This design comes from an exercise in tuning for a short achievable clock period and few clock cycles on the open sky130 flow, not from production work. Only simulation tests tie the RTL to the original design; equivalence was not proved. Power figures rest on the tool's default switching activity, not on a simulated workload.

==> run M <==
## anc_decoder
module anc_decoder (
    input  wire        clk,
    input  wire        rst,
    input  wire        in_valid,
    output wire        in_ready,
    input  wire [31:0] in_data,
    input  wire        in_last,
    output reg         out_valid,
    output reg  [2:0]  out_kind,
    output reg  [31:0] out_data,
    output reg  [2:0]  out_nbytes,
    output reg  [3:0]  out_bad
);
    localparam [2:0] K_PHDR = 3'd1,
                     K_MHDR = 3'd2,
                     K_MID  = 3'd3,
                     K_UDW  = 3'd4,
                     K_MEND = 3'd5,
                     K_PEND = 3'd6;
    localparam integer ROWS  = 6;
    localparam integer DEPTH = 4 * ROWS;
    localparam integer THR   = DEPTH - 3 * 4;
    localparam integer EW = 42;
    integer i, j, m;
    reg         rst_r;
    always @(posedge clk)
        rst_r <= rst;
    function [1:0] parity_pair;
        input [7:0] x;
        begin
            parity_pair = {^x, ~^x};
        end
    endfunction
    reg         in_ready_r;
    reg  [31:0] a_d;
    reg         a_l;
    reg         a_v;
    assign in_ready = in_ready_r;
    always @(posedge clk) begin
        a_d <= in_data;
        a_l <= in_last;
        a_v <= in_valid && in_ready_r;
    end
    reg  [4:0]  st;
    wire        st_ph = st[0];
    wire        st_m0 = st[1];
    wire        st_m1 = st[2];
    wire        st_mw = st[3];
    wire        st_dn = st[4];
    reg  [4:0]  ph;           
    reg  [5:0]  rem_hi;
    reg  [1:0]  rem_lo;
    reg         csd;          
    reg  [7:0]  msg_left;
    reg  [31:0] b_prev;
    wire        n4       = ph[0];                       
    wire        hi0      = (rem_hi == 6'd0);
    wire        hi1      = (rem_hi == 6'd1);
    wire        rem_lt_n = hi0 && (n4 || rem_lo != 2'd3);
    wire        rem_le_n = rem_lt_n || (n4 ? (hi1 && rem_lo == 2'd0)
  ...
clock: 8.0 ns
lec_check: 0
abc_clock_period_in_ps: 2500
cap_margin: 20
core_margin: 2
core_utilization: 65
cts_cluster_diameter: 60
cts_cluster_size: 20
slew_margin: 20
tns_end_percent: 100
standard.sh (not shown) runs the stock make flow with config.mk's settings and CLKGATE_MAP_FILE= SYNTH_SCRIPT=/design/flow/synth_recipe.tcl, a recipe that flattens the netlist after the stock synthesis.
==> flow/flow/run.sh <==
#!/bin/bash
set -euo pipefail
bash standard.sh SETUP_SLACK_MARGIN=5.6 finish > flow_make.log 2>&1
==> run Z (differences from run M) <==
--- a/flow/design.v
+++ b/flow/design.v
@@ -14,13 +14,13 @@
     localparam [2:0] K_PHDR = 3'd1,
                      K_MHDR = 3'd2,
                      K_MID  = 3'd3,
                      K_UDW  = 3'd4,
                      K_MEND = 3'd5,
                      K_PEND = 3'd6;
-    localparam integer ROWS  = 6;
+    localparam integer ROWS  = 5;
     localparam integer DEPTH = 4 * ROWS;
     localparam integer THR   = DEPTH - 3 * 4;
     localparam integer EW = 42;
     integer i, j, m;
     reg         rst_r;
     always @(posedge clk)
==> flow/run.sh (new file) <==
#!/bin/bash
# synth_recipe.tcl (not shown) runs the flow's synth.tcl, then flattens the netlist and writes it again
# the make line also repeats each setting of config.mk as NAME=value (left out here)
make -C /OpenROAD-flow-scripts/flow DESIGN_CONFIG=/design/flow/config.mk WORK_HOME=/design/flow/orfs CLKGATE_MAP_FILE= SYNTH_SCRIPT=/design/flow/synth_recipe.tcl finish
==> flow/config.mk (replaced) <==
export PLATFORM = sky130hd
export DESIGN_NAME = anc_decoder
export DESIGN_NICKNAME = anc_decoder
export VERILOG_FILES = /design/flow/design.v
export SDC_FILE = /design/flow/constraint.sdc
export NUM_CORES = 4
export LEC_CHECK = 0
export ABC_CLOCK_PERIOD_IN_PS = 2500
export CAP_MARGIN = 20
export CORE_MARGIN = 2
export CORE_UTILIZATION = 50
export SETUP_SLACK_MARGIN = 5
export SLEW_MARGIN = 20
export TNS_END_PERCENT = 100
removed: flow/flow/run.sh
removed: flow/standard.sh
==> run Y (differences from run M) <==
--- a/flow/design.v
+++ b/flow/design.v
@@ -14,13 +14,13 @@
     localparam [2:0] K_PHDR = 3'd1,
                      K_MHDR = 3'd2,
                      K_MID  = 3'd3,
                      K_UDW  = 3'd4,
                      K_MEND = 3'd5,
                      K_PEND = 3'd6;
-    localparam integer ROWS  = 6;
+    localparam integer ROWS  = 5;
     localparam integer DEPTH = 4 * ROWS;
     localparam integer THR   = DEPTH - 3 * 4;
     localparam integer EW = 42;
     integer i, j, m;
     reg         rst_r;
     always @(posedge clk)
==> flow/config.mk (replaced) <==
export PLATFORM = sky130hd
export DESIGN_NAME = anc_decoder
export DESIGN_NICKNAME = anc_decoder
export VERILOG_FILES = /design/flow/design.v
export SDC_FILE = /design/flow/constraint.sdc
export NUM_CORES = 4
export LEC_CHECK = 0
export ABC_CLOCK_PERIOD_IN_PS = 2500
export CAP_MARGIN = 20
export CORE_MARGIN = 2
export CORE_UTILIZATION = 50
export SLEW_MARGIN = 20
export TNS_END_PERCENT = 100
==> run E (differences from run M) <==
--- a/flow/design.v
+++ b/flow/design.v
@@ -14,13 +14,13 @@
     localparam [2:0] K_PHDR = 3'd1,
                      K_MHDR = 3'd2,
                      K_MID  = 3'd3,
                      K_UDW  = 3'd4,
                      K_MEND = 3'd5,
                      K_PEND = 3'd6;
-    localparam integer ROWS  = 6;
+    localparam integer ROWS  = 5;
     localparam integer DEPTH = 4 * ROWS;
     localparam integer THR   = DEPTH - 3 * 4;
     localparam integer EW = 42;
     integer i, j, m;
     reg         rst_r;
     always @(posedge clk)
--- a/flow/config.mk
+++ b/flow/config.mk
@@ -5,11 +5,11 @@
 export SDC_FILE = /design/flow/constraint.sdc
 export NUM_CORES = 4
 export LEC_CHECK = 0
 export ABC_CLOCK_PERIOD_IN_PS = 2500
 export CAP_MARGIN = 20
 export CORE_MARGIN = 2
-export CORE_UTILIZATION = 65
+export CORE_UTILIZATION = 55
 export CTS_CLUSTER_DIAMETER = 60
 export CTS_CLUSTER_SIZE = 20
 export SLEW_MARGIN = 20
 export TNS_END_PERCENT = 100
==> run summary <==
The highest first-iteration DRC count belongs to run M, the lowest to run Z. In synthesized cell count, run Y and run E do not differ. Sequential cell count is the same in run Z and run E. The highest core utilization belongs to run M, the lowest to run Z. Clock skew is about the same in run Y and run Z.
==> figures <==
Status: run Z no timing/DRC/antenna violations; run E no timing/DRC/antenna violations; run Y no timing/DRC/antenna violations; run M no timing/DRC/antenna violations
Area of the die: run Z 0.129 mm²; run E 0.118 mm²; run Y 0.129 mm²; run M 0.110 mm²
Highest cell delay on the worst timing path: run Z 0.29 ns; run E 0.32 ns; run Y 0.31 ns; run M 0.31 ns
Setup ws final: run Z 5.05 ns; run E 5.22 ns; run Y 5.18 ns; run M 5.21 ns
Worst-case vdd ir drop: run Z 0.000235 V; run E 0.000199 V; run Y 0.000236 V; run M 0.000197 V
Share of total power consumed by net switching: run Z 20.4%; run E 21.4%; run Y 20.4%; run M 20.3%
Non-clock buffer share of cell area: run Z 1.62%; run E 2.60%; run Y 2.26%; run M 2.42%
Post-synthesis xor/xnor area fraction: run Z 1.47%; run E 1.47%; run Y 1.47%; run M 1.33%
Area of the core: run Z 0.126 mm²; run E 0.114 mm²; run Y 0.126 mm²; run M 0.107 mm²
Syn Std Cell Area: run Z 0.0632 mm²; run E 0.0632 mm²; run Y 0.0632 mm²; run M 0.0699 mm²
Area after DPL: run Z 0.0653 mm²; run E 0.0653 mm²; run Y 0.0653 mm²; run M 0.0717 mm²
Sum of net half-perimeters after detailed placement: run Z 104000 µm; run E 104000 µm; run Y 104000 µm; run M 114000 µm
Testbench counts of run M, summed over its fixed seeds: cycles 19,926.
Testbench counts of run Z, summed over its fixed seeds: cycles 19,953.
Testbench counts of run Y, summed over its fixed seeds: cycles 19,953.
Testbench counts of run E, summed over its fixed seeds: cycles 19,953.

[separate check: timing with driven ports]
How much do the figures lean on ideal ports? The routed layouts below were timed once more, with nothing changed but the port constraints. Step 1 assumes that a clkbuf_16 drives the clock port and a buf_2 every other input. Step 2 times the ports against the registers' clock, not the clock port: input delays grow and output delays shrink by t, the midpoint of the rising clock arrivals with the driver on. Slacks: ideal / step 1 / step 2; pairs: ideal / step 1.
run	shift t [ns]	setup slack, ns	worst setup path after step 2	slew at the worst register clock pin (ns)
run M	0.815	5.208 / 5.137 / 5.448	register to register	0.08 / 0.08
run Z	0.846	5.050 / 4.980 / 5.140	register to register	0.07 / 0.07
run Y	0.849	5.179 / 5.106 / 5.351	register to register	0.07 / 0.07
run E	0.805	5.222 / 5.143 / 5.409	register to register	0.08 / 0.08
After both steps setup and hold are still met in every run listed.
